This design comes from an exercise in tuning for small area, a short achievable clock period and few clock cycles on the open sky130 flow, not from production work. In this exercise RTL edits were held to simulation tests only and were not proved equivalent to the original. Power figures rest on the tool's default switching activity, not on a simulated workload.

==> design.v <==
module fbd_seq (
    input  wire        clk,
    input  wire        rst,
    input  wire        cmd_valid,
    input  wire [1:0]  cmd_op,         
    output wire        cmd_ready,
    input  wire [31:0] sample_rate,    
    input  wire        max_loop_en,
    input  wire [15:0] max_loop,
    output wire        playing,
    output wire        mem_req,
    output wire [15:0] mem_addr,
    input  wire        mem_gnt,
    input  wire        mem_rvalid,
    input  wire [7:0]  mem_rdata,
    output wire        ev_valid,
    output wire [2:0]  ev_kind,        
    output wire [1:0]  ev_ch,
    output wire [11:0] ev_data
);
    localparam [1:0] OP_LOAD = 2'd0, OP_TICK = 2'd1, OP_END = 2'd2, OP_SAMPLE = 2'd3;
    localparam [2:0] EV_TONE = 3'd0, EV_VOL = 3'd1, EV_MODE = 3'd2, EV_NOISE = 3'd3, EV_PULL = 3'd4;
    localparam [1:0] PH_ATTACK = 2'd0, PH_DECAY = 2'd1, PH_SUSTAIN = 2'd2, PH_RELEASE = 2'd3;
    localparam [4:0]
        S_IDLE   = 5'd0,
        S_TCH    = 5'd1,
        S_CTONE  = 5'd2,
        S_CVOL   = 5'd3,
        S_OP     = 5'd4,
        S_NDUR   = 5'd5,
        S_PEEK   = 5'd6,
        S_NVOL   = 5'd7,
        S_ARG    = 5'd8,
        S_STK    = 5'd9,
        S_PSCAN  = 5'd10,
        S_PPAR   = 5'd11,
        S_TITLE  = 5'd12,
        S_HDR    = 5'd13,
        S_LDEV   = 5'd14,
        S_MUL1   = 5'd15,
        S_MUL2   = 5'd16,
        S_DIV    = 5'd17,
        S_SETUP  = 5'd18,
        S_END    = 5'd19,
        S_POL    = 5'd20,
        S_PEND   = 5'd21,
        S_REFILL = 5'd22;
    localparam integer CW = 205;
    reg [CW-1:0] cs0, cs1, cs2;
    wire        pres0;
    wire [15:0] cur0;
    wire [7:0]  rem0;
    wire        tied0;
    wire [2:0]  oct0;
    wire [3:0]  semi0;
    wire [3:0]  vol0;
    wire [15:0] det0;
    wire [15:0] lpc0;
    wire [3:0]  dep0;
    wire [7:0]  ecur0;
    wire [1:0]  eph0;
    wire [7:0]  eal0, ear0, edr0, esl0, esr0, err0;
    wire        len0;
    wire [7:0]  ldly0, lspd0, ldep0;
    wire [15:0] ldisp0;
    wire [7:0]  lwait0, ldcnt0;
    wire        lneg0;
    wire [15:0] leff0;
    assign {pres0, cur0, rem0, tied0, oct0, semi0, vol0, det0, lpc0, dep0,
            ecur0, eph0, eal0, ear0, edr0, esl0, esr0, err0,
            len0, ldly0, lspd0, ldep0, ldisp0, lwait0, ldcnt0, lneg0, leff0} = cs0;
    wire pres1 = cs1[CW-1];
    wire pres2 = cs2[CW-1];
    reg         n_pres;
    reg  [15:0] n_cur;
    reg  [7:0]  n_rem;
    reg         n_tied;
    reg  [2:0]  n_oct;
    reg  [3:0]  n_semi;
    reg  [3:0]  n_vol;
    reg  [15:0] n_det;
    reg  [15:0] n_lpc;
    reg  [3:0]  n_dep;
    reg  [7:0]  n_ecur;
    reg  [1:0]  n_eph;
    reg  [7:0]  n_eal, n_ear, n_edr, n_esl, n_esr, n_err;
    reg         n_len;
    reg  [7:0]  n_ldly, n_lspd, n_ldep;
    reg  [15:0] n_ldisp;
    reg  [7:0]  n_lwait, n_ldcnt;
    reg         n_lneg;
    reg  [15:0] n_leff;
    reg         rot;
    wire [CW-1:0] ncs = {n_pres, n_cur, n_rem, n_tied, n_oct, n_semi, n_vol, n_det, n_lpc, n_dep,
                         n_ecur, n_eph, n_eal, n_ear, n_edr, n_esl, n_esr, n_err,
                         n_len, n_ldly, n_lspd, n_ldep, n_ldisp, n_lwait, n_ldcnt, n_lneg, n_leff};
    reg [15:0] sk_start [0:23];
    reg [15:0] sk_end   [0:23];
    reg [7:0]  sk_cnt   [0:23];
    reg        sk_val   [0:23];
    wire [2:0]  top_i   = dep0[2:0] - 3'd1;
    wire [4:0]  top_a   = {ch, top_i};
    wire [15:0] t_start = sk_start[top_a];
    wire [15:0] t_end   = sk_end[top_a];
    wire [7:0]  t_cnt   = sk_cnt[top_a];
    wire        t_val   = sk_val[top_a];
    wire        t_ne    = (dep0 != 4'd0);
    reg        sw_start, sw_end, sw_cnt, sw_val;
    reg [4:0]  sw_a;
    reg [15:0] sw_addr;
    reg [7:0]  sw_cntv;
    reg        sw_valv;
    reg  [4:0]  state;
    reg         ready_r;
    reg  [1:0]  ch;
    reg         from_s;
    reg         pflag;
    reg         ml_en;
    reg  [15:0] ml;
    reg  [31:0] W;             
    reg  [12:0] rr;            
    reg  [13:0] er;            
    reg  [19:0] bud;           
    reg  [15:0] ptab;
    reg  [15:0] pa;
    reg  [7:0]  a0;
    reg  [7:0]  op;
    reg  [4:0]  k;
    reg  [15:0] fa;
    reg         fs7;
    reg         fen;
    reg         req_r;
    reg         drop_r;
    reg  [1:0]  fn;
    reg  [7:0]  fd0, fd1, fd2;
    reg         evv;
    reg  [2:0]  evk;
    reg  [1:0]  evc;
    reg  [11:0] evd;
    assign cmd_ready = ready_r;
    assign playing   = pres0 | pres1 | pres2;
    assign mem_req   = req_r;
    assign mem_addr  = fa;
    assign ev_valid  = evv;
    assign ev_kind   = evk;
    assign ev_ch     = evc;
    assign ev_data   = evd;
    function [15:0] tone_table;
        input [3:0] semi;
        case (semi)
            4'd0:    tone_table = 16'd3200;
            4'd1:    tone_table = 16'd3020;
            4'd2:    tone_table = 16'd2851;
            4'd3:    tone_table = 16'd2691;
            4'd4:    tone_table = 16'd2540;
            4'd5:    tone_table = 16'd2397;
            4'd6:    tone_table = 16'd2263;
            4'd7:    tone_table = 16'd2136;
            4'd8:    tone_table = 16'd2016;
            4'd9:    tone_table = 16'd1903;
            4'd10:   tone_table = 16'd1796;
            4'd11:   tone_table = 16'd1695;
            default: tone_table = 16'd0;
        endcase
    endfunction
    function [6:0] pitch_split;
        input [6:0] p;
        integer i;
        reg [2:0] o;
        reg [6:0] s;
        begin
            o = 3'd0;
            for (i = 1; i < 8; i = i + 1)
                if (p >= i * 12) o = i;
            s = p - o * 12;
            pitch_split = {o, s[3:0]};
        end
    endfunction
    wire [15:0]        base0    = tone_table(semi0);
    wire signed [17:0] tone_sum = $signed({2'b00, base0})
                                + $signed({{2{det0[15]}}, det0})
                                + $signed({{2{leff0[15]}}, leff0});
    wire signed [17:0] tone_shr = tone_sum >>> oct0;
    wire [11:0] tone_out = (tone_shr < 18'sd1)    ? 12'd1 :
                           (tone_shr > 18'sd4095) ? 12'd4095 : tone_shr[11:0];
    wire [8:0] att_sum  = {1'b0, ecur0} + {1'b0, ear0};
    wire [7:0] e_rate   = (eph0 == PH_DECAY) ? edr0 : (eph0 == PH_SUSTAIN) ? esr0 : err0;
    wire [7:0] e_sub    = (ecur0 > e_rate) ? ecur0 - e_rate : 8'd0;
    reg  [7:0] env_cur;
    reg  [1:0] env_ph;
    always @(*) begin
        env_cur = e_sub;
        env_ph  = eph0;
        case (eph0)
            PH_ATTACK: begin
                if (att_sum[8]) begin
                    env_cur = 8'd255;
                    env_ph  = PH_DECAY;
                end else begin
                    env_cur = att_sum[7:0];
                end
            end
            PH_DECAY: begin
                if (e_sub < esl0) begin
                    env_cur = esl0;
                    env_ph  = PH_SUSTAIN;
                end
            end
            default: ;
        endcase
    end
    wire        lf_fire = len0 && (lwait0 <= 8'd1);
    wire [15:0] lf_eff  = lneg0 ? leff0 - ldisp0 : leff0 + ldisp0;
    wire        lf_flip = (ldcnt0 <= 8'd1);
    wire [7:0]  vol_in   = (state == S_TCH) ? env_cur : ecur0;
    wire [11:0] vol_prod = vol_in * vol0;
    wire [3:0]  vol_out  = vol_prod[11:8];
    wire        sr_ok    = (sample_rate >= 32'd60) && (sample_rate <= 32'd42949672);
    wire [13:0] div_tr   = {rr, W[31]};
    wire        div_ge   = (div_tr >= 14'd5994);
    wire [31:0] w_x5     = W + {W[29:0], 2'b00};
    wire [13:0] er_sum   = er + {1'b0, rr};
    wire        lp_hit   = pres0 && (lpc0 >= ml);
    wire        granted  = req_r & mem_gnt;
    wire        arrive   = mem_rvalid & ~drop_r;
    wire        hv       = (fn != 2'd0);
    wire [7:0]  hb       = fd0;
    reg  [4:0]  n_state;
    reg         n_ready;
    reg  [1:0]  n_ch;
    reg         n_from_s, n_pflag;
    reg  [15:0] n_ptab, n_pa;
    reg  [7:0]  n_a0, n_op;
    reg  [4:0]  n_k;
    reg         n_evv;
    reg  [2:0]  n_evk;
    reg  [1:0]  n_evc;
    reg  [11:0] n_evd;
    reg         consume, flush, f_stop;
    reg  [15:0] ftgt;
    reg         fstr7;
    task start_stream;
        input [15:0] a;
        input        s7;
        begin
            flush = 1'b1;
            ftgt  = a;
            fstr7 = s7;
        end
    endtask
    task emit;
        input [2:0]  kd;
        input [1:0]  c;
        input [11:0] d;
        begin
            n_evv = 1'b1;
            n_evk = kd;
            n_evc = c;
            n_evd = d;
        end
    endtask
    task chan_done;
        begin
            rot    = 1'b1;
            f_stop = 1'b1;
            if (ch == 2'd2) begin
                n_ch = 2'd0;
                if (from_s && (n_pres | pres1 | pres2)) begin
                    n_state = S_REFILL;
                end else begin
                    n_state = S_IDLE;
                    n_ready = 1'b1;
                end
            end else begin
                n_ch    = ch + 2'd1;
                n_state = S_TCH;
            end
        end
    endtask
    task lfo_restart;
        input [7:0] dly;
        input [7:0] dp;
        begin
            n_lwait = dly;
            n_ldcnt = {1'b0, dp[7:1]};
            n_lneg  = 1'b0;
            n_leff  = 16'd0;
        end
    endtask
    task fresh_part;
        input [15:0] start;
        input        present;
        begin
            n_pres  = present;
            n_cur   = start;
            n_rem   = 8'd1;
            n_tied  = 1'b0;
            n_oct   = 3'd0;
            n_semi  = 4'd12;
            n_vol   = 4'd15;
            n_det   = 16'd0;
            n_lpc   = 16'd0;
            n_dep   = 4'd0;
            n_ecur  = 8'd0;
            n_eph   = PH_RELEASE;
            n_eal   = 8'd255;
            n_ear   = 8'd255;
            n_edr   = 8'd0;
            n_esl   = 8'd0;
            n_esr   = 8'd0;
            n_err   = 8'd255;
            n_len   = 1'b0;
            n_ldly  = 8'd0;
            n_lspd  = 8'd0;
            n_ldep  = 8'd0;
            n_ldisp = 16'd0;
            n_lwait = 8'd0;
            n_ldcnt = 8'd0;
            n_lneg  = 1'b0;
            n_leff  = 16'd0;
        end
    endtask
    wire [15:0] hdr_val = {hb, a0};
    wire [6:0]  psplit  = pitch_split(hb[6:0]);
    always @(*) begin
        {n_pres, n_cur, n_rem, n_tied, n_oct, n_semi, n_vol, n_det, n_lpc, n_dep,
         n_ecur, n_eph, n_eal, n_ear, n_edr, n_esl, n_esr, n_err,
         n_len, n_ldly, n_lspd, n_ldep, n_ldisp, n_lwait, n_ldcnt, n_lneg, n_leff} = cs0;
        rot      = 1'b0;
        n_state  = state;
        n_ready  = ready_r;
        n_ch     = ch;
        n_from_s = from_s;
        n_pflag  = pflag;
        n_ptab   = ptab;
        n_pa     = pa;
        n_a0     = a0;
        n_op     = op;
        n_k      = k;
        n_evv    = 1'b0;
        n_evk    = evk;
        n_evc    = evc;
        n_evd    = evd;
        consume  = 1'b0;
        flush    = 1'b0;
        f_stop   = 1'b0;
        ftgt     = cur0;
        fstr7    = 1'b0;
        sw_start = 1'b0;
        sw_end   = 1'b0;
        sw_cnt   = 1'b0;
        sw_val   = 1'b0;
        sw_a     = {ch, dep0[2:0]};
        sw_addr  = cur0;
        sw_cntv  = hb;
        sw_valv  = 1'b0;
        case (state)
            S_IDLE: if (cmd_valid) begin
                case (cmd_op)
                    OP_LOAD: if (sr_ok) begin
                        n_ready = 1'b0;
                        n_pa    = 16'd0;
                        n_ch    = 2'd0;
                        n_state = S_TITLE;
                        start_stream(16'd0, 1'b0);
                    end
                    OP_TICK: begin
                        n_ready  = 1'b0;
                        n_ch     = 2'd0;
                        n_from_s = 1'b0;
                        n_state  = S_TCH;
                    end
                    OP_END: begin
                        n_ready = 1'b0;
                        n_ch    = 2'd0;
                        n_state = S_END;
                    end
                    default: if (pres0 | pres1 | pres2) begin    
                        emit(EV_PULL, 2'd0, 12'd0);
                        if (bud == 20'd1) begin
                            n_ready = 1'b0;
                            n_ch    = 2'd0;
                            n_pflag = 1'b0;
                            n_state = S_POL;
                        end
                    end
                endcase
            end
            S_TCH: begin
                if (!pres0) begin
                    chan_done;
                end else begin
                    n_rem = rem0 - 8'd1;
                    if (rem0 != 8'd1) begin
                        if (len0) begin
                            if (!lf_fire) begin
                                n_lwait = lwait0 - 8'd1;
                            end else begin
                                n_lwait = lspd0;
                                n_leff  = lf_eff;
                                if (lf_flip) begin
                                    n_ldcnt = ldep0;
                                    n_lneg  = ~lneg0;
                                end else begin
                                    n_ldcnt = ldcnt0 - 8'd1;
                                end
                            end
                        end
                        n_ecur = env_cur;
                        n_eph  = env_ph;
                        if (lf_fire) begin
                            n_state = S_CTONE;
                        end else begin
                            emit(EV_VOL, ch, {8'd0, vol_out});
                            chan_done;
                        end
                    end else begin
                        start_stream(cur0, 1'b0);
                        n_state = S_OP;
                    end
                end
            end
            S_CTONE: begin
                emit(EV_TONE, ch, tone_out);
                n_state = S_CVOL;
            end
            S_CVOL: begin
                emit(EV_VOL, ch, {8'd0, vol_out});
                chan_done;
            end
            S_OP: if (hv) begin
                consume = 1'b1;
                n_cur   = cur0 + 16'd1;
                n_op    = hb;
                n_k     = 5'd0;
                if (hb < 8'h80) begin
                    n_rem = {1'b0, hb[6:0]} + 8'd1;
                    if (!tied0) n_eph = PH_RELEASE;
                    chan_done;
                end else if (hb < 8'hE0) begin
                    n_oct   = psplit[6:4];
                    n_semi  = psplit[3:0];
                    n_state = S_NDUR;
                end else begin
                    case (hb)
                        8'hE0, 8'hE1, 8'hE2, 8'hE5, 8'hE9, 8'hEA, 8'hEB, 8'hEC:
                            n_state = S_ARG;
                        8'hE3, 8'hE4:
                            n_state = S_STK;
                        8'hE6: if (vol0 != 4'd15) n_vol = vol0 + 4'd1;
                        8'hE7: if (vol0 != 4'd0)  n_vol = vol0 - 4'd1;
                        default: begin
                            emit(EV_VOL, ch, 12'd0);
                            n_pres = 1'b0;
                            chan_done;
                        end
                    endcase
                end
            end
            S_NDUR: if (hv) begin
                consume = 1'b1;
                n_cur   = cur0 + 16'd1;
                n_rem   = hb;
                if (!tied0) begin
                    n_ecur = eal0;
                    n_eph  = (eal0 == 8'd255) ? PH_DECAY : PH_ATTACK;
                    lfo_restart(ldly0, ldep0);
                end
                n_state = S_PEEK;
            end
            S_PEEK: if (hv) begin
                if (hb == 8'hE8) begin
                    consume = 1'b1;
                    n_cur   = cur0 + 16'd1;
                    n_tied  = 1'b1;
                end else begin
                    n_tied  = 1'b0;
                end
                emit(EV_TONE, ch, tone_out);
                n_state = S_NVOL;
            end
            S_NVOL: begin
                emit(EV_VOL, ch, {8'd0, vol_out});
                chan_done;
            end
            S_ARG: if (hv) begin
                consume = 1'b1;
                n_cur   = cur0 + 16'd1;
                n_k     = k + 5'd1;
                n_state = S_OP;
                case (op)
                    8'hE0: begin
                        n_a0    = hb;
                        n_pa    = ptab;
                        n_state = S_PSCAN;
                        start_stream(ptab, 1'b1);
                    end
                    8'hE1: n_vol = (hb > 8'd15) ? 4'd15 : hb[3:0];
                    8'hE2: if (dep0 < 4'd8) begin
                        sw_start = 1'b1;
                        sw_cnt   = 1'b1;
                        sw_val   = 1'b1;
                        sw_a     = {ch, dep0[2:0]};
                        sw_addr  = cur0 + 16'd1;
                        sw_cntv  = hb;
                        sw_valv  = 1'b0;
                        n_dep    = dep0 + 4'd1;
                    end
                    8'hE5: emit(EV_NOISE, 2'd0, {4'd0, hb});
                    8'hEB: begin
                        n_len = (hb != 8'd0);
                        lfo_restart(ldly0, ldep0);
                    end
                    8'hEC: emit(EV_MODE, ch, (hb == 8'd1) ? 12'd1 :
                                             (hb == 8'd2) ? 12'd2 :
                                             (hb == 8'd3) ? 12'd3 : 12'd0);
                    8'hE9: begin
                        if (k[0] == 1'b0) begin
                            n_det[7:0] = hb;
                            n_state    = S_ARG;
                        end else begin
                            n_det[15:8] = hb;
                        end
                    end
                    default: begin   
                        case (k[2:0])
                            3'd0: begin n_ldly = hb;        n_state = S_ARG; end
                            3'd1: begin n_lspd = hb;        n_state = S_ARG; end
                            3'd2: begin n_ldep = hb;        n_state = S_ARG; end
                            3'd3: begin n_ldisp[7:0] = hb;  n_state = S_ARG; end
                            default: begin
                                n_ldisp[15:8] = hb;
                                n_len         = 1'b1;
                                lfo_restart(ldly0, ldep0);
                            end
                        endcase
                    end
                endcase
            end
            S_STK: begin
                n_state = S_OP;
                if (op == 8'hE3) begin
                    if (t_ne && t_cnt == 8'd1 && t_val) begin
                        n_cur = t_end;
                        n_dep = dep0 - 4'd1;
                        start_stream(t_end, 1'b0);
                    end
                end else if (t_ne) begin
                    sw_a = top_a;
                    if (t_cnt == 8'd1) begin
                        n_dep = dep0 - 4'd1;
                    end else begin
                        sw_end  = 1'b1;
                        sw_val  = 1'b1;
                        sw_addr = cur0;
                        sw_valv = 1'b1;
                        if (t_cnt == 8'd0) begin
                            if (lpc0 != 16'hFFFF) n_lpc = lpc0 + 16'd1;
                        end else begin
                            sw_cnt  = 1'b1;
                            sw_cntv = t_cnt - 8'd1;
                        end
                        n_cur = t_start;
                        start_stream(t_start, 1'b0);
                    end
                end
            end
            S_PSCAN: if (hv) begin
                if (hb == 8'hFF) begin
                    n_state = S_OP;
                    start_stream(cur0, 1'b0);
                end else if (hb == a0) begin
                    n_k     = 5'd0;
                    n_state = S_PPAR;
                    start_stream(pa + 16'd1, 1'b0);
                end else begin
                    consume = 1'b1;
                    n_pa    = pa + 16'd7;
                end
            end
            S_PPAR: if (hv) begin
                consume = 1'b1;
                n_k     = k + 5'd1;
                case (k[2:0])
                    3'd0:    n_eal = hb;
                    3'd1:    n_ear = hb;
                    3'd2:    n_edr = hb;
                    3'd3:    n_esl = hb;
                    3'd4:    n_esr = hb;
                    default: n_err = hb;
                endcase
                if (k[2:0] == 3'd5) begin
                    n_state = S_OP;
                    start_stream(cur0, 1'b0);
                end
            end
            S_TITLE: if (hv) begin
                consume = 1'b1;
                if (hb == 8'd0) begin
                    n_k     = 5'd0;
                    n_state = S_HDR;
                end else begin
                    n_pa = pa + 16'd1;
                end
            end
            S_HDR: if (hv) begin
                consume = 1'b1;
                n_k     = k + 5'd1;
                if (k[0]) n_a0 = hb;
                if (k[3:0] == 4'd2) n_ptab = hdr_val + pa;
                if (k[3:0] == 4'd4 || k[3:0] == 4'd6 || k[3:0] == 4'd8) begin
                    fresh_part(hdr_val + pa, hdr_val != 16'd0);
                    rot  = 1'b1;
                    n_ch = (ch == 2'd2) ? 2'd0 : ch + 2'd1;
                end
                if (k[3:0] == 4'd8) begin
                    f_stop  = 1'b1;
                    n_k     = 5'd0;
                    n_state = S_LDEV;
                end
            end
            S_LDEV: begin
                n_k = k + 5'd1;
                case (k[3:0])
                    4'd0: emit(EV_MODE,  2'd0, 12'd1);
                    4'd1: emit(EV_VOL,   2'd0, 12'd0);
                    4'd2: emit(EV_TONE,  2'd0, 12'd0);
                    4'd3: emit(EV_MODE,  2'd1, 12'd1);
                    4'd4: emit(EV_VOL,   2'd1, 12'd0);
                    4'd5: emit(EV_TONE,  2'd1, 12'd0);
                    4'd6: emit(EV_MODE,  2'd2, 12'd1);
                    4'd7: emit(EV_VOL,   2'd2, 12'd0);
                    4'd8: emit(EV_TONE,  2'd2, 12'd0);
                    default: begin
                        emit(EV_NOISE, 2'd0, 12'd0);
                        n_state = S_MUL1;
                    end
                endcase
            end
            S_MUL1:  n_state = S_MUL2;
            S_MUL2: begin
                n_k     = 5'd0;
                n_state = S_DIV;
            end
            S_DIV: begin
                n_k = k + 5'd1;
                if (k == 5'd31) n_state = S_SETUP;
            end
            S_SETUP: begin
                n_state = S_IDLE;
                n_ready = 1'b1;
            end
            S_END, S_PEND: begin
                if (pres0) emit(EV_VOL, ch, 12'd0);
                n_pres = 1'b0;
                rot    = 1'b1;
                if (ch == 2'd2) begin
                    n_ch    = 2'd0;
                    n_state = S_IDLE;
                    n_ready = 1'b1;
                end else begin
                    n_ch = ch + 2'd1;
                end
            end
            S_POL: begin
                rot     = 1'b1;
                n_pflag = pflag | lp_hit;
                if (ch == 2'd2) begin
                    n_ch = 2'd0;
                    if (ml_en && (pflag | lp_hit)) begin
                        n_state = S_PEND;
                    end else begin
                        n_from_s = 1'b1;
                        n_state  = S_TCH;
                    end
                end else begin
                    n_ch = ch + 2'd1;
                end
            end
            S_REFILL: begin
                n_state = S_IDLE;
                n_ready = 1'b1;
            end
            default: begin
                n_state = S_IDLE;
                n_ready = 1'b1;
            end
        endcase
    end
    always @(posedge clk) begin
        if (rot) begin
            cs0 <= cs1;
            cs1 <= cs2;
            cs2 <= ncs;
        end else begin
            cs0 <= ncs;
        end
        if (sw_start) sk_start[sw_a] <= sw_addr;
        if (sw_end)   sk_end[sw_a]   <= sw_addr;
        if (sw_cnt)   sk_cnt[sw_a]   <= sw_cntv;
        if (sw_val)   sk_val[sw_a]   <= sw_valv;
        state  <= n_state;
        ready_r <= n_ready;
        ch     <= n_ch;
        from_s <= n_from_s;
        pflag  <= n_pflag;
        ptab   <= n_ptab;
        pa     <= n_pa;
        a0     <= n_a0;
        op     <= n_op;
        k      <= n_k;
        evv    <= n_evv;
        evk    <= n_evk;
        evc    <= n_evc;
        evd    <= n_evd;
        if (state == S_IDLE && cmd_valid && cmd_op == OP_LOAD && sr_ok) begin
            W     <= sample_rate;
            ml_en <= max_loop_en;
            ml    <= max_loop;
        end
        if (state == S_MUL1) begin
            W  <= w_x5;
            rr <= 13'd0;
        end
        if (state == S_MUL2) W <= {w_x5[29:0], 2'b00};
        if (state == S_DIV) begin
            W  <= {W[30:0], div_ge};
            rr <= div_ge ? div_tr[12:0] - 13'd5994 : div_tr[12:0];
        end
        if (state == S_SETUP) begin
            bud <= W[19:0];
            er  <= {1'b0, rr} - 14'd5994;
        end
        if (state == S_IDLE && cmd_valid && cmd_op == OP_SAMPLE && playing)
            bud <= bud - 20'd1;
        if (state == S_REFILL) begin
            if (!er_sum[13]) begin
                er  <= er_sum - 14'd5994;
                bud <= W[19:0] + 20'd1;
            end else begin
                er  <= er_sum;
                bud <= W[19:0];
            end
        end
        if (flush) begin
            fn     <= 2'd0;
            drop_r <= granted;
            fa     <= ftgt;
            fs7    <= fstr7;
            fen    <= 1'b1;
            req_r  <= 1'b1;
        end else begin
            drop_r <= 1'b0;
            if (granted) fa <= fa + (fs7 ? 16'd7 : 16'd1);
            if (f_stop) fen <= 1'b0;
            req_r <= fen && !f_stop &&
                     ({1'b0, fn} - {2'b00, consume} + {2'b00, arrive} + {2'b00, granted} <= 3'd2);
            fn <= fn - {1'b0, consume} + {1'b0, arrive};
            if (consume) begin
                fd0 <= fd1;
                fd1 <= fd2;
            end
            if (arrive) begin
                case (fn - {1'b0, consume})
                    2'd0:    fd0 <= mem_rdata;
                    2'd1:    fd1 <= mem_rdata;
                    default: fd2 <= mem_rdata;
                endcase
            end
        end
        if (rst) begin
            state   <= S_IDLE;
            ready_r <= 1'b1;
            ch      <= 2'd0;
            evv     <= 1'b0;
            req_r   <= 1'b0;
            fen     <= 1'b0;
            fn      <= 2'd0;
            drop_r  <= 1'b0;
            cs0[CW-1] <= 1'b0;
            cs1[CW-1] <= 1'b0;
            cs2[CW-1] <= 1'b0;
        end
    end
endmodule
==> run.sh <==
#!/bin/bash
# synth_recipe.tcl (not shown) runs the flow's synth.tcl, then flattens the netlist and writes it again
# the make line also repeats each setting of config.mk as NAME=value (left out here)
make -C /OpenROAD-flow-scripts/flow DESIGN_CONFIG=/design/flow/config.mk WORK_HOME=/design/flow/orfs CLKGATE_MAP_FILE= SYNTH_SCRIPT=/design/flow/synth_recipe.tcl finish
==> config.mk <==
export PLATFORM = sky130hd
export DESIGN_NAME = fbd_seq
export DESIGN_NICKNAME = fbd_seq
export VERILOG_FILES = /design/flow/design.v
export SDC_FILE = /design/flow/constraint.sdc
export NUM_CORES = 4
export LEC_CHECK = 0
export CAP_MARGIN = 20
export CORE_MARGIN = 2
export CORE_UTILIZATION = 40
export PLACE_DENSITY = 0.6
export SLEW_MARGIN = 20
==> constraint.sdc <==
create_clock -name core_clock -period 10.0 [get_ports {clk}]
set_input_delay 2.0000 -clock core_clock [delete_from_list [all_inputs] [get_ports {clk}]]
set_output_delay 2.0000 -clock core_clock [all_outputs]
set_load 0.01 [all_outputs]
==> results.txt, run 1 <==
status=no timing/DRC/antenna violations; Slew Viols, Final=0; largest net degree at the start of global routing=185; Inst Count DP=9310; Critical Path Start Type=register; Worst Clk Skew=52.9 ps; EDFF count, synth=1601; total track usage=21.4%; total negative slack=0 ps; CTS max path bufs=3; clock latency (worst-skew pair)=860 ps; CTS Hold Buffers Added=0; Internal=19.2 mW; NetSw=12.0 mW; Slew headroom=13.5%; Clk pin slew, worst setup/hold paths=60 ps; critical path fanouts, max=14; site row count=170; total power=31.2 mW; HP Class=reg2reg; DR vias/cell=5.77; Peak VDD IR=0.000250 V; Post-Layout Cell Count=9670; vias=55830; initial antenna violation count=12; worst hold margin=396 ps; Final #Nets=6963; setup violators final=0; cts repair resizes=0; Hold Fails Final Rpt=0; CP arrival=9430 ps; grt ovf=0; Worst Tran Pin Value=1290 ps; Initial Util=40.1%; final period utilization=89.2%; number of synthesized register bits=1834; FILL cells=19194; drt first pass iters=6; core area=214000 um2; Clk pwr share=23.0%; gpl congestion=0.908; Sequential Power Share=36.0%; slowest CP cell=dfxtp_1; Net Sw Frac=38.6%; clock root cell=clkbuf_16; Routed WL=237000 um; vias in the first global route=54968; first-pass GRT wire length=354000 um; post-synthesis net count=6867; critical path's most frequent cell=o21ai_0; Chip Height=467 um; logic gate share of total power=41.0%; crit-path max cell delay=620 ps; Critical Path RT=10510 ps; RSZ-0062 raised after global routing=no; synth warn=1; die area=218000 um2; post-route DRC violation count=0; mapped cell area=85800 um2; sequential-to-total area share from yosys stat=61.5%; cells after synthesis=6571; main flop type after synthesis=edfxtp_1; DR iter-0 viols=6034; Async SR Flop Fraction=0%; setup bufs post-CTS=0; Fmax=112 MHz; most frequent cells in the layout=edfxtp_1, nand2_1, nor2_1; P&R area growth vs syn=12.9%; library cells used by synthesis=96; cell area power density=322 nW/um2; CTS H-tree depth=4; wire length per cell=24.5 um; max_cap viols=0; Avg Cell Area, Syn=13.1 um2; Setup CP Type=reg2reg; dpl hpwl=154000 um; number of I/O pins=101; total CTS buffers=192; minimum clock period=8920 ps; DIE WIDTH=467 um; post-route ant nets=0; static leakage=33.3 nW; CTS Sinks=1834; PortBufs=100; most common cell after layout, fill and taps aside=edfxtp_1; Setup crit end kind=register; fraction of layout cells with a size suffix above 1=15.1%; CTS tree=done
## flip-flops by register name, indices dropped and copies added, names as in the netlist, 20 cells and up
register and flops:
sk_val 24, cs0 205, sk_cnt 192, W 32
bud 20, cs2 205, cs1 205, sk_end 384
sk_start 384
## synth_stat cells, drive strengths merged, types with 16 or more instances
cell type	count	area [um2]
nor2b	38	238
ha	199	2490
nor3	132	666
nor3b	19	148
mux2	230	2590
clkbuf	275	1030
nand3	224	1130
fa	33	661
inv	177	664
xor2	103	902
buf	86	407
nand2b	40	250
o21a	16	120
o21bai	26	195
o21ai	329	1650
mux2i	66	661
nand2	760	2870
o211ai	65	488
and3	49	307
nand4	43	269
a21oi	323	1620
a31oi	64	400
xnor2	119	1040
edfxtp	1601	48100
a21o	58	435
nor4	31	194
and2	37	231
o31ai	23	186
or3	28	175
a22oi	17	128
o22ai	29	181
a221o	17	170
dfxtp	233	4660
a211oi	72	541
o221ai	22	193
nor2	459	1720
a22o	39	342
mux4	252	5690
## kinds of logic (layout without fill, tap and decap cells)
family / Yosys count / count (layout) / synth area share (%)
simple gates: 1904 / 1904 / 9.96
flops: 1834 / 1834 / 61.5
xor+xnor: 222 / 222 / 2.27
other cells: 0 / 5 / 0
compound gates: 1289 / 1289 / 9.74
buf+inv: 542 / 798 / 2.47
fa+ha+maj: 232 / 232 / 3.67
mux: 548 / 548 / 10.4
## power groups by stage
stage          combinational (mW)  sequential [mW]  clock [mW]
2_1_floorplan                8.93             11.0           0
3_3_place_gp                 12.5             11.3           0
3_5_place_dp                 12.7             11.4           0
4_1_cts                      12.7             11.2        7.33
5_1_grt                      13.9             11.4        7.62
6_report                     12.8             11.2        7.18
## stage by stage
step | worst slack [ps] | cell area (um2) | utilization (%)
3_3_place_gp | 1350 | 90500 | 42.3
4_1_cts | 1190 | 96900 | 45.3
2_1_floorplan | 1960 | 85800 | -
3_5_place_dp | 1220 | 90500 | 42.3
5_1_grt | 361 | 96900 | 45.3
6_report | 1080 | 96900 | 45.3
## worst max-delay path: cells and delay by family, from the launching register on
kind | cells | cell delay [ps]
DFF | 1 | 620
and+or+nand+nor | 10 | 1690
adders and majority gates | 5 | 1920
AOI/OAI and AO/OA | 18 | 3460
muxes | 2 | 460
buffers and inverters | 3 | 420
## final cells by class
class | count | area [um2] | area share [%]
Inverter | 181 | 679 | 0.701
Clock inverter | 109 | 1160 | 1.19
Clock buffer | 245 | 5190 | 5.36
Multi-Input combinational cell | 4195 | 31300 | 32.3
Tap cell | 2838 | 3550 | 3.66
Timing Repair Buffer | 263 | 2270 | 2.34
Sequential cell | 1834 | 52700 | 54.4
Antenna cell | 5 | 12.5 | 0.0129
## worst paths after layout
path,startpoint,slack (ps),cells past startpoint,end
min reg2reg,cs2[173]$_DFFE_PP_,400,0,cs1[173]$_DFFE_PP_
max,cs0[123]$_DFF_P_,1080,38,evd[2]$_DFFE_PP_
max reg2reg,cs0[123]$_DFF_P_,1080,38,evd[2]$_DFFE_PP_
min,cs2[173]$_DFFE_PP_,400,0,cs1[173]$_DFFE_PP_
## per-layer routing
metal	track usage, %	part of all wire [%]	vias up
li1	-	-	25281
met1	28.9	42	28101
met5	0	0.021	-
met2	34.5	47	2013
met4	8.52	3.9	8
met3	3.47	6.4	427
Testbench counts, summed over its fixed seeds: cycles 55,824.
==> run 2: changes to the inputs <==
--- a/design.v
+++ b/design.v
@@ -44,9 +44,18 @@
         S_END    = 5'd19,
         S_POL    = 5'd20,
         S_PEND   = 5'd21,
-        S_REFILL = 5'd22;
+        S_REFILL = 5'd22,
+        S_FIN    = 5'd23;
     localparam integer CW = 205;
     reg [CW-1:0] cs0, cs1, cs2;
+    reg [25:0]   cf0, cf1, cf2;
+    wire [7:0]   fd0 = cf0[25:18];
+    wire [7:0]   fd1 = cf0[17:10];
+    wire [7:0]   fd2 = cf0[9:2];
+    wire [1:0]   fn  = cf0[1:0];
+    reg  [7:0]   n_fd0, n_fd1, n_fd2;
+    reg  [1:0]   n_fn;
+    wire [25:0]  ncf = {n_fd0, n_fd1, n_fd2, n_fn};
     wire        pres0;
     wire [15:0] cur0;
     wire [7:0]  rem0;
@@ -70,7 +79,21 @@
             ecur0, eph0, eal0, ear0, edr0, esl0, esr0, err0,
             len0, ldly0, lspd0, ldep0, ldisp0, lwait0, ldcnt0, lneg0, leff0} = cs0;
     wire pres1 = cs1[CW-1];
+    wire [15:0] cur1 = cs1[CW-2:CW-17];
+    wire [7:0]  rem1 = cs1[CW-18:CW-25];
+    wire [1:0]  fn1  = cf1[1:0];
+    wire        pf_ok = pres1 && (rem1 == 8'd1);
     wire pres2 = cs2[CW-1];
+    wire        pres2_u;
+    wire [15:0] cur2, det2, lpc2, ldisp2, leff2;
+    wire [7:0]  rem2, ecur2, eal2, ear2, edr2, esl2, esr2, err2, ldly2, lspd2, ldep2, lwait2, ldcnt2;
+    wire        tied2, len2, lneg2;
+    wire [2:0]  oct2;
+    wire [3:0]  semi2, vol2, dep2;
+    wire [1:0]  eph2;
+    assign {pres2_u, cur2, rem2, tied2, oct2, semi2, vol2, det2, lpc2, dep2,
+            ecur2, eph2, eal2, ear2, edr2, esl2, esr2, err2,
+            len2, ldly2, lspd2, ldep2, ldisp2, lwait2, ldcnt2, lneg2, leff2} = cs2;
     reg         n_pres;
     reg  [15:0] n_cur;
     reg  [7:0]  n_rem;
@@ -131,8 +154,6 @@
     reg         fen;
     reg         req_r;
     reg         drop_r;
-    reg  [1:0]  fn;
-    reg  [7:0]  fd0, fd1, fd2;
     reg         evv;
     reg  [2:0]  evk;
     reg  [1:0]  evc;
@@ -176,10 +197,21 @@
             pitch_split = {o, s[3:0]};
         end
     endfunction
+    function [11:0] note_base;
+        input [6:0] p;
+        reg [6:0] ps;
+        begin
+            ps = pitch_split(p);
+            note_base = tone_table(ps[3:0]);
+        end
+    endfunction
+    reg  signed [16:0] P;
     wire [15:0]        base0    = tone_table(semi0);
-    wire signed [17:0] tone_sum = $signed({2'b00, base0})
-                                + $signed({{2{det0[15]}}, det0})
-                                + $signed({{2{leff0[15]}}, leff0});
+    wire               p_cont   = (state == S_TCH) && (rem0 != 8'd1);
+    wire [11:0]        pbase    = p_cont ? base0[11:0] : note_base(fd0[6:0]);
+    wire signed [16:0] p_next   = $signed({5'b00000, pbase}) + $signed(det0);
+    wire [15:0]        effx     = (state == S_NDUR && !tied0) ? 16'd0 : leff0;
+    wire signed [17:0] tone_sum = $signed({P[16], P}) + $signed({{2{effx[15]}}, effx});
     wire signed [17:0] tone_shr = tone_sum >>> oct0;
     wire [11:0] tone_out = (tone_shr < 18'sd1)    ? 12'd1 :
                            (tone_shr > 18'sd4095) ? 12'd4095 : tone_shr[11:0];
@@ -212,8 +244,10 @@
     wire        lf_fire = len0 && (lwait0 <= 8'd1);
     wire [15:0] lf_eff  = lneg0 ? leff0 - ldisp0 : leff0 + ldisp0;
     wire        lf_flip = (ldcnt0 <= 8'd1);
-    wire [7:0]  vol_in   = (state == S_TCH) ? env_cur : ecur0;
-    wire [11:0] vol_prod = vol_in * vol0;
+    reg         pv;        
+    wire [7:0]  vol_in   = pv ? ecur2 : ecur0;
+    wire [3:0]  vol_mul  = pv ? vol2 : vol0;
+    wire [11:0] vol_prod = vol_in * vol_mul;
     wire [3:0]  vol_out  = vol_prod[11:8];
     wire        sr_ok    = (sample_rate >= 32'd60) && (sample_rate <= 32'd42949672);
     wire [13:0] div_tr   = {rr, W[31]};
@@ -236,9 +270,10 @@
     reg  [2:0]  n_evk;
     reg  [1:0]  n_evc;
     reg  [11:0] n_evd;
-    reg         consume, flush, f_stop;
+    reg         consume, flush, resume;
     reg  [15:0] ftgt;
     reg         fstr7;
+    reg         carry, zdep, clr_fifos;
     task start_stream;
         input [15:0] a;
         input        s7;
@@ -259,13 +294,15 @@
             n_evd = d;
         end
     endtask
+    reg n_pv;
     task chan_done;
         begin
-            rot    = 1'b1;
-            f_stop = 1'b1;
+            rot = 1'b1;
             if (ch == 2'd2) begin
                 n_ch = 2'd0;
-                if (from_s && (n_pres | pres1 | pres2)) begin
+                if (n_pv) begin
+                    n_state = S_FIN;
+                end else if (from_s && (n_pres | pres1 | pres2)) begin
                     n_state = S_REFILL;
                 end else begin
                     n_state = S_IDLE;
@@ -322,11 +359,70 @@
     endtask
     wire [15:0] hdr_val = {hb, a0};
     wire [6:0]  psplit  = pitch_split(hb[6:0]);
+    task do_op;
+        begin
+            consume = 1'b1;
+            n_cur   = cur0 + 16'd1;
+            n_op    = hb;
+            n_k     = 5'd0;
+            n_state = S_OP;
+            if (hb < 8'h80) begin
+                n_rem = {1'b0, hb[6:0]} + 8'd1;
+                if (!tied0) n_eph = PH_RELEASE;
+                chan_done;
+            end else if (hb < 8'hE0) begin
+                n_oct   = psplit[6:4];
+                n_semi  = psplit[3:0];
+                n_state = S_NDUR;
+            end else begin
+                case (hb)
+                    8'hE0, 8'hE1, 8'hE2, 8'hE5, 8'hE9, 8'hEA, 8'hEB, 8'hEC:
+                        n_state = S_ARG;
+                    8'hE3: begin
+                        if (t_ne && t_cnt == 8'd1 && t_val) begin
+                            n_cur = t_end;
+                            n_dep = dep0 - 4'd1;
+                            start_stream(t_end, 1'b0);
+                        end
+                    end
+                    8'hE4: if (t_ne) begin
+                        sw_a = top_a;
+                        if (t_cnt == 8'd1) begin
+                            n_dep = dep0 - 4'd1;
+                        end else begin
+                            sw_end  = 1'b1;
+                            sw_val  = 1'b1;
+                            sw_addr = cur0 + 16'd1;
+                            sw_valv = 1'b1;
+                            if (t_cnt == 8'd0) begin
+                                if (lpc0 != 16'hFFFF) n_lpc = lpc0 + 16'd1;
+                            end else begin
+                                sw_cnt  = 1'b1;
+                                sw_cntv = t_cnt - 8'd1;
+                            end
+                            n_cur = t_start;
+                            start_stream(t_start, 1'b0);
+                        end
+                    end
+                    8'hE6: if (vol0 != 4'd15) n_vol = vol0 + 4'd1;
+                    8'hE7: if (vol0 != 4'd0)  n_vol = vol0 - 4'd1;
+                    default: begin
+                        emit(EV_VOL, ch, 12'd0);
+                        n_pres = 1'b0;
+                        chan_done;
+                    end
+                endcase
+            end
+        end
+    endtask
     always @(*) begin
         {n_pres, n_cur, n_rem, n_tied, n_oct, n_semi, n_vol, n_det, n_lpc, n_dep,
          n_ecur, n_eph, n_eal, n_ear, n_edr, n_esl, n_esr, n_err,
          n_len, n_ldly, n_lspd, n_ldep, n_ldisp, n_lwait, n_ldcnt, n_lneg, n_leff} = cs0;
         rot      = 1'b0;
+        carry    = 1'b0;
+        zdep     = 1'b0;
+        clr_fifos = 1'b0;
         n_state  = state;
         n_ready  = ready_r;
         n_ch     = ch;
@@ -343,7 +439,9 @@
         n_evd    = evd;
         consume  = 1'b0;
         flush    = 1'b0;
-        f_stop   = 1'b0;
+        resume   = 1'b0;
+        n_pv     = 1'b0;
+        if (pv) emit(EV_VOL, (ch == 2'd0) ? 2'd2 : ch - 2'd1, {8'd0, vol_out});
         ftgt     = cur0;
         fstr7    = 1'b0;
         sw_start = 1'b0;
@@ -351,18 +449,21 @@
         sw_cnt   = 1'b0;
         sw_val   = 1'b0;
         sw_a     = {ch, dep0[2:0]};
-        sw_addr  = cur0;
+        sw_addr  = cur0 + 16'd1;
         sw_cntv  = hb;
         sw_valv  = 1'b0;
         case (state)
             S_IDLE: if (cmd_valid) begin
                 case (cmd_op)
-                    OP_LOAD: if (sr_ok) begin
-                        n_ready = 1'b0;
-                        n_pa    = 16'd0;
-                        n_ch    = 2'd0;
-                        n_state = S_TITLE;
-                        start_stream(16'd0, 1'b0);
+                    OP_LOAD: begin
+                        clr_fifos = 1'b1;
+                        if (sr_ok) begin
+                            n_ready = 1'b0;
+                            n_pa    = 16'd0;
+                            n_ch    = 2'd0;
+                            n_state = S_TITLE;
+                            start_stream(16'd0, 1'b0);
+                        end
                     end
                     OP_TICK: begin
                         n_ready  = 1'b0;
@@ -411,12 +512,13 @@
                         if (lf_fire) begin
                             n_state = S_CTONE;
                         end else begin
-                            emit(EV_VOL, ch, {8'd0, vol_out});
+                            n_pv = 1'b1;
                             chan_done;
                         end
                     end else begin
-                        start_stream(cur0, 1'b0);
+                        resume  = !fen;
                         n_state = S_OP;
+                        if (hv && !pv) do_op;
                     end
                 end
             end
@@ -428,35 +530,7 @@
                 emit(EV_VOL, ch, {8'd0, vol_out});
                 chan_done;
             end
-            S_OP: if (hv) begin
-                consume = 1'b1;
-                n_cur   = cur0 + 16'd1;
-                n_op    = hb;
-                n_k     = 5'd0;
-                if (hb < 8'h80) begin
-                    n_rem = {1'b0, hb[6:0]} + 8'd1;
-                    if (!tied0) n_eph = PH_RELEASE;
-                    chan_done;
-                end else if (hb < 8'hE0) begin
-                    n_oct   = psplit[6:4];
-                    n_semi  = psplit[3:0];
-                    n_state = S_NDUR;
-                end else begin
-                    case (hb)
-                        8'hE0, 8'hE1, 8'hE2, 8'hE5, 8'hE9, 8'hEA, 8'hEB, 8'hEC:
-                            n_state = S_ARG;
-                        8'hE3, 8'hE4:
-                            n_state = S_STK;
-                        8'hE6: if (vol0 != 4'd15) n_vol = vol0 + 4'd1;
-                        8'hE7: if (vol0 != 4'd0)  n_vol = vol0 - 4'd1;
-                        default: begin
-                            emit(EV_VOL, ch, 12'd0);
-                            n_pres = 1'b0;
-                            chan_done;
-                        end
-                    endcase
-                end
-            end
+            S_OP: if (hv) do_op;
             S_NDUR: if (hv) begin
                 consume = 1'b1;
                 n_cur   = cur0 + 16'd1;
@@ -466,6 +540,7 @@
                     n_eph  = (eal0 == 8'd255) ? PH_DECAY : PH_ATTACK;
                     lfo_restart(ldly0, ldep0);
                 end
+                emit(EV_TONE, ch, tone_out);
                 n_state = S_PEEK;
             end
             S_PEEK: if (hv) begin
@@ -476,10 +551,6 @@
                 end else begin
                     n_tied  = 1'b0;
                 end
-                emit(EV_TONE, ch, tone_out);
-                n_state = S_NVOL;
-            end
-            S_NVOL: begin
                 emit(EV_VOL, ch, {8'd0, vol_out});
                 chan_done;
             end
@@ -537,34 +608,6 @@
                     end
                 endcase
             end
-            S_STK: begin
-                n_state = S_OP;
-                if (op == 8'hE3) begin
-                    if (t_ne && t_cnt == 8'd1 && t_val) begin
-                        n_cur = t_end;
-                        n_dep = dep0 - 4'd1;
-                        start_stream(t_end, 1'b0);
-                    end
-                end else if (t_ne) begin
-                    sw_a = top_a;
-                    if (t_cnt == 8'd1) begin
-                        n_dep = dep0 - 4'd1;
-                    end else begin
-                        sw_end  = 1'b1;
-                        sw_val  = 1'b1;
-                        sw_addr = cur0;
-                        sw_valv = 1'b1;
-                        if (t_cnt == 8'd0) begin
-                            if (lpc0 != 16'hFFFF) n_lpc = lpc0 + 16'd1;
-                        end else begin
-                            sw_cnt  = 1'b1;
-                            sw_cntv = t_cnt - 8'd1;
-                        end
-                        n_cur = t_start;
-                        start_stream(t_start, 1'b0);
-                    end
-                end
-            end
             S_PSCAN: if (hv) begin
                 if (hb == 8'hFF) begin
                     n_state = S_OP;
@@ -610,11 +653,12 @@
                 if (k[3:0] == 4'd2) n_ptab = hdr_val + pa;
                 if (k[3:0] == 4'd4 || k[3:0] == 4'd6 || k[3:0] == 4'd8) begin
                     fresh_part(hdr_val + pa, hdr_val != 16'd0);
-                    rot  = 1'b1;
-                    n_ch = (ch == 2'd2) ? 2'd0 : ch + 2'd1;
+                    rot   = 1'b1;
+                    zdep  = 1'b1;
+                    carry = (k[3:0] != 4'd8);
+                    n_ch  = (ch == 2'd2) ? 2'd0 : ch + 2'd1;
                 end
                 if (k[3:0] == 4'd8) begin
-                    f_stop  = 1'b1;
                     n_k     = 5'd0;
                     n_state = S_LDEV;
                 end
@@ -681,38 +725,69 @@
                 n_state = S_IDLE;
                 n_ready = 1'b1;
             end
+            S_FIN: begin
+                if (from_s && (pres0 | pres1 | pres2)) begin
+                    n_state = S_REFILL;
+                end else begin
+                    n_state = S_IDLE;
+                    n_ready = 1'b1;
+                end
+            end
             default: begin
                 n_state = S_IDLE;
                 n_ready = 1'b1;
             end
         endcase
+        n_fd0 = consume ? fd1 : fd0;
+        n_fd1 = consume ? fd2 : fd1;
+        n_fd2 = fd2;
+        n_fn  = fn - {1'b0, consume};
+        if (arrive) begin
+            case (n_fn)
+                2'd0:    n_fd0 = mem_rdata;
+                2'd1:    n_fd1 = mem_rdata;
+                default: n_fd2 = mem_rdata;
+            endcase
+            n_fn = n_fn + 2'd1;
+        end
+        if (flush || clr_fifos) n_fn = 2'd0;
     end
     always @(posedge clk) begin
         if (rot) begin
             cs0 <= cs1;
             cs1 <= cs2;
             cs2 <= ncs;
+            cf0 <= carry ? ncf : cf1;
+            cf1 <= cf2;
+            cf2 <= zdep ? {ncf[25:2], 2'b00} : ncf;
         end else begin
             cs0 <= ncs;
+            cf0 <= ncf;
+            if (clr_fifos) begin
+                cf1[1:0] <= 2'd0;
+                cf2[1:0] <= 2'd0;
+            end
         end
         if (sw_start) sk_start[sw_a] <= sw_addr;
         if (sw_end)   sk_end[sw_a]   <= sw_addr;
         if (sw_cnt)   sk_cnt[sw_a]   <= sw_cntv;
         if (sw_val)   sk_val[sw_a]   <= sw_valv;
-        state  <= n_state;
+        state   <= n_state;
+        pv      <= n_pv;
+        if (state == S_TCH || state == S_OP) P <= p_next;
         ready_r <= n_ready;
-        ch     <= n_ch;
-        from_s <= n_from_s;
-        pflag  <= n_pflag;
-        ptab   <= n_ptab;
-        pa     <= n_pa;
-        a0     <= n_a0;
-        op     <= n_op;
-        k      <= n_k;
-        evv    <= n_evv;
-        evk    <= n_evk;
-        evc    <= n_evc;
-        evd    <= n_evd;
+        ch      <= n_ch;
+        from_s  <= n_from_s;
+        pflag   <= n_pflag;
+        ptab    <= n_ptab;
+        pa      <= n_pa;
+        a0      <= n_a0;
+        op      <= n_op;
+        k       <= n_k;
+        evv     <= n_evv;
+        evk     <= n_evk;
+        evc     <= n_evc;
+        evd     <= n_evd;
         if (state == S_IDLE && cmd_valid && cmd_op == OP_LOAD && sr_ok) begin
             W     <= sample_rate;
             ml_en <= max_loop_en;
@@ -742,8 +817,17 @@
                 bud <= W[19:0];
             end
         end
-        if (flush) begin
-            fn     <= 2'd0;
+        if (rot && !carry) begin
+            drop_r <= granted;
+            fa     <= cur1 + {14'd0, fn1};
+            fs7    <= 1'b0;
+            fen    <= pf_ok;
+            req_r  <= pf_ok && (fn1 != 2'd3);
+        end else if (clr_fifos && !flush) begin
+            drop_r <= granted;
+            fen    <= 1'b0;
+            req_r  <= 1'b0;
+        end else if (flush) begin
             drop_r <= granted;
             fa     <= ftgt;
             fs7    <= fstr7;
@@ -751,31 +835,24 @@
             req_r  <= 1'b1;
         end else begin
             drop_r <= 1'b0;
-            if (granted) fa <= fa + (fs7 ? 16'd7 : 16'd1);
-            if (f_stop) fen <= 1'b0;
-            req_r <= fen && !f_stop &&
-                     ({1'b0, fn} - {2'b00, consume} + {2'b00, arrive} + {2'b00, granted} <= 3'd2);
-            fn <= fn - {1'b0, consume} + {1'b0, arrive};
-            if (consume) begin
-                fd0 <= fd1;
-                fd1 <= fd2;
-            end
-            if (arrive) begin
-                case (fn - {1'b0, consume})
-                    2'd0:    fd0 <= mem_rdata;
-                    2'd1:    fd1 <= mem_rdata;
-                    default: fd2 <= mem_rdata;
-                endcase
+            if (resume) begin
+                fa  <= cur0 + {14'd0, fn};
+                fs7 <= 1'b0;
+                fen <= 1'b1;
+            end else if (granted) begin
+                fa  <= fa + (fs7 ? 16'd7 : 16'd1);
             end
+            req_r <= (fen | resume) &&
+                     ({1'b0, n_fn} + {2'b00, granted} <= 3'd2);
         end
         if (rst) begin
             state   <= S_IDLE;
             ready_r <= 1'b1;
             ch      <= 2'd0;
             evv     <= 1'b0;
+            pv      <= 1'b0;
             req_r   <= 1'b0;
             fen     <= 1'b0;
-            fn      <= 2'd0;
             drop_r  <= 1'b0;
             cs0[CW-1] <= 1'b0;
             cs1[CW-1] <= 1'b0;
--- a/config.mk
+++ b/config.mk
@@ -9,4 +9,5 @@
 export CORE_MARGIN = 2
 export CORE_UTILIZATION = 40
 export PLACE_DENSITY = 0.6
+export SETUP_SLACK_MARGIN = 5
 export SLEW_MARGIN = 20
==> results.txt, run 2 <==
CP Capture Point=fa[11]$_DFFE_PP_; sequential-to-total area share from yosys stat=59.7%; dpl hpwl=179000 um; synth warn=1; CTS tree=done; mux cell area share after synthesis=9.65%; Critical Path RT=10650 ps; reg-to-reg critical path endpoint=fa[11]$_DFFE_PP_; Largest regs=sk_end (384), sk_start (384); total track usage=23.2%; drt first pass iters=8; vias=62925; simple-gate share of the synthesized area=11.0%; core area=227000 um2; CTS Sinks=1904; status=no timing/DRC/antenna violations; post-route DRC violation count=0; site row count=175; initial antenna violation count=10; CTS Hold Buffers Added=0; Initial Util=40.2%; Critical Path Start Type=primary input; xor/xnor share of the synthesized area=2.44%; slowest CP cell=or4_4; Setup crit end kind=register; static leakage=36.0 nW; HP Class=reg2reg; worst reg2reg path startpoint=cs0[133]$_DFF_P_; number of I/O pins=101; reg2reg setup slack=4990 ps; WP buf/inv=3; CTS max path bufs=3; Setup CP Type=in2reg; crit-path max cell delay=610 ps; DIE WIDTH=481 um; Worst setup startpoint=sample_rate[19]; top post-synthesis cells by count=edfxtp_1, nand2_1, nor2_1, o21ai_0, a21oi_1; Worst Clk Skew=92.1 ps; Peak VDD IR=0.000372 V; main flop type after synthesis=edfxtp_1; CP Cell Sequence=clkdlybuf4s50_1 > nand4_1 > or3_4 > or4_4 > a21oi_4 > buf_12 > a31oi_4 > or3b_4 > o21bai_4 > or4_4 > buf_12 > a2111oi_4 > nor2_1; top cells by area, synth=edfxtp_1, mux4_2, dfxtp_1, nand2_1, ha_1; largest net degree at the start of global routing=190; vias in the first global route=60621; DR iter-0 viols=6792; CP arrival=5830 ps; DR vias/cell=5.93; minimum clock period=5180 ps; mapped cell area=91100 um2; post-synthesis net count=7544; Clk pin slew, worst setup/hold paths=70 ps; number of synthesized register bits=1904; instance count on the critical path=13; most frequent cells in the layout=edfxtp_1, nand2_1, nor2_1; grt ovf=0; total CTS buffers=201; P&R area growth vs syn=15.0%; library cells used by synthesis=98; post-route ant nets=0; Slew Viols, Final=0; Chip Height=481 um; die area=232000 um2; Post-Route Utilization=46.2%; fraction of the mapped netlist area in adder cells=3.50%; clock latency (worst-skew pair)=900 ps; EDFF count, synth=1628; Hold Fails Final Rpt=0; final period utilization=51.8%; most common cell after layout, fill and taps aside=edfxtp_1; count leader, synth=edfxtp_1; Fmax=193 MHz; fraction of layout cells with a size suffix above 1=16.3%; gpl congestion=0.957; total negative slack=0 ps; complex-gate fraction of the synthesized area=11.2%; post-synth top area cell=edfxtp_1; total power=38.3 mW; RSZ-0062 raised after global routing=yes; cells after synthesis=7239; critical path fanouts, max=7; max_cap viols=0; Worst Tran Pin Value=1110 ps; cell area power density=365 nW/um2; CTS H-tree depth=4; Async SR Flop Fraction=0%; post-synth top area share=53.7%; setup violators final=0; first-pass GRT wire length=404000 um; Worst Reg-to-Reg Cells=15; clock root cell=clkbuf_16; Avg Cell Area, Syn=12.6 um2; cell family with most CP delay=simple AND/OR/NAND/NOR gates; PortBufs=100; Slew headroom=25.8%; Routed WL=276000 um; largest family of logic cells by synthesized area=compound AO/OA/AOI/OAI gates; wire length per cell=26.1 um; Final #Nets=7723
[run 2: cell types whose count changed in the layout (fill, tap and decap cells not counted), sizes merged, moves of 27 or more]
cell	change
mux4	+32
o21ai	+29
buf	+81
a31oi	+28
nor2b	+32
mux2	-88
xnor2	+38
nand3	-33
a211oi	+27
a22oi	+29
edfxtp	+27
dfxtp	+43
nor2	+210
[run 2: final cells by class]
type	instances	area, um2
tap	3009	3760
clock buffer	265	5470
sequential	1904	54500
timing repair buffer	345	3360
inverter	204	800
fill	20139	122000
multi-input combinational	4762	35700
antenna	4	10.0
clock inverter	110	1170
[run 2: worst min path at each step]
stage                       start                  to  slack, ps  cells past startpoint
2_1_floorplan   cf2[10]$_DFFE_PP_   cf1[10]$_DFFE_PP_        400                      0
3_3_place_gp    cs2[56]$_DFFE_PP_   cs1[56]$_DFFE_PP_        400                      0
3_5_place_dp   cs2[116]$_DFFE_PP_  cs1[116]$_DFFE_PP_        400                      0
4_1_cts         cs2[58]$_DFFE_PP_   cs1[58]$_DFFE_PP_        340                      0
5_1_grt         cs2[58]$_DFFE_PP_   cs1[58]$_DFFE_PP_        350                      0
6_report        cs2[28]$_DFFE_PP_   cs1[28]$_DFFE_PP_        350                      0
[run 2: through the flow]
step | setup slack (ps) | hold WS, ps | instance area, um2 | std cells
detailed placement | 2670 | 405 | 96200 | 10146
global placement | 2670 | 400 | 96200 | 10145
floorplan | 4570 | 400 | 91300 | 7239
finish | 4820 | 350 | 105000 | 10603
global route | 4800 | 348 | 105000 | 10602
CTS | 4820 | 344 | 104000 | 10567
[run 2: kinds of logic after synthesis]
| logic type | after synthesis |
|---|---|
| buffers and inverters | 579 |
| DFF | 1904 |
| adders and majority gates | 242 |
| muxes | 505 |
| and+or+nand+nor | 2222 |
| xor gates and xnor gates | 254 |
| AOI/OAI and AO/OA | 1533 |
[run 2: per-layer routing]
metal | routed length [um] | global-route usage, % | share of wire, % | vias up
met5 | 36 | 0 | 0.013 | -
met4 | 10800 | 8.81 | 3.9 | 6
met3 | 19800 | 3.67 | 7.2 | 536
met2 | 130000 | 37.4 | 47 | 2668
met1 | 116000 | 31.7 | 42 | 31662
li1 | - | - | - | 28053
[run 2: where the power goes]
group,switching [mW],leakage (nW),internal (mW)
Clock,3.28,3.21,4.20
Sequential,1.35,17.3,11.8
Combinational,10.9,15.5,6.71
Total,15.6,36.0,22.7
[run 2: repair_timing]
item | 4_1_cts | 5_1_grt
endpoints found under the setup margin | 1882 | 1015
resized for setup | 189 | 90
endpoints found under the hold margin | 0 | 0
buffers inserted | 40 | 25
cloned | 6 | 7
pin swaps | 47 | 23
Testbench counts of run 2, summed over its fixed seeds: cycles 42,099.

## re-timing with driven ports
No port has a modelled driver above. Below, the same layouts with a new extraction and two added sets of constraints. Step 1, drivers: a clkbuf_16 drives clk and a buf_2 each remaining input, both assumed. Step 2 times the ports against the registers' clock, not the clock port: input delays grow and output delays shrink by t, the midpoint of the rising clock arrivals with the driver on. Three values: ideal, step 1, step 2; two values: the first two.
| run | shift t [ns] | setup WS [ns] | worst hold slack (ns) | worst setup path after step 2 | slew at the worst register clock pin (ns) |
|---|---|---|---|---|---|
| run 1 | 0.922 | 1.083 / 1.083 / 1.083 | 0.396 / 0.396 / 0.396 | register to register | 0.07 / 0.07 |
| run 2 | 0.945 | 4.823 / 4.881 / 3.936 | 0.350 / 0.350 / 0.350 | input to register | 0.07 / 0.07 |
After both steps setup and hold are still met in every run listed. The setup slack of run 2, which loses most, moves by +0.058 ns with the drivers and by -0.887 ns with both steps.
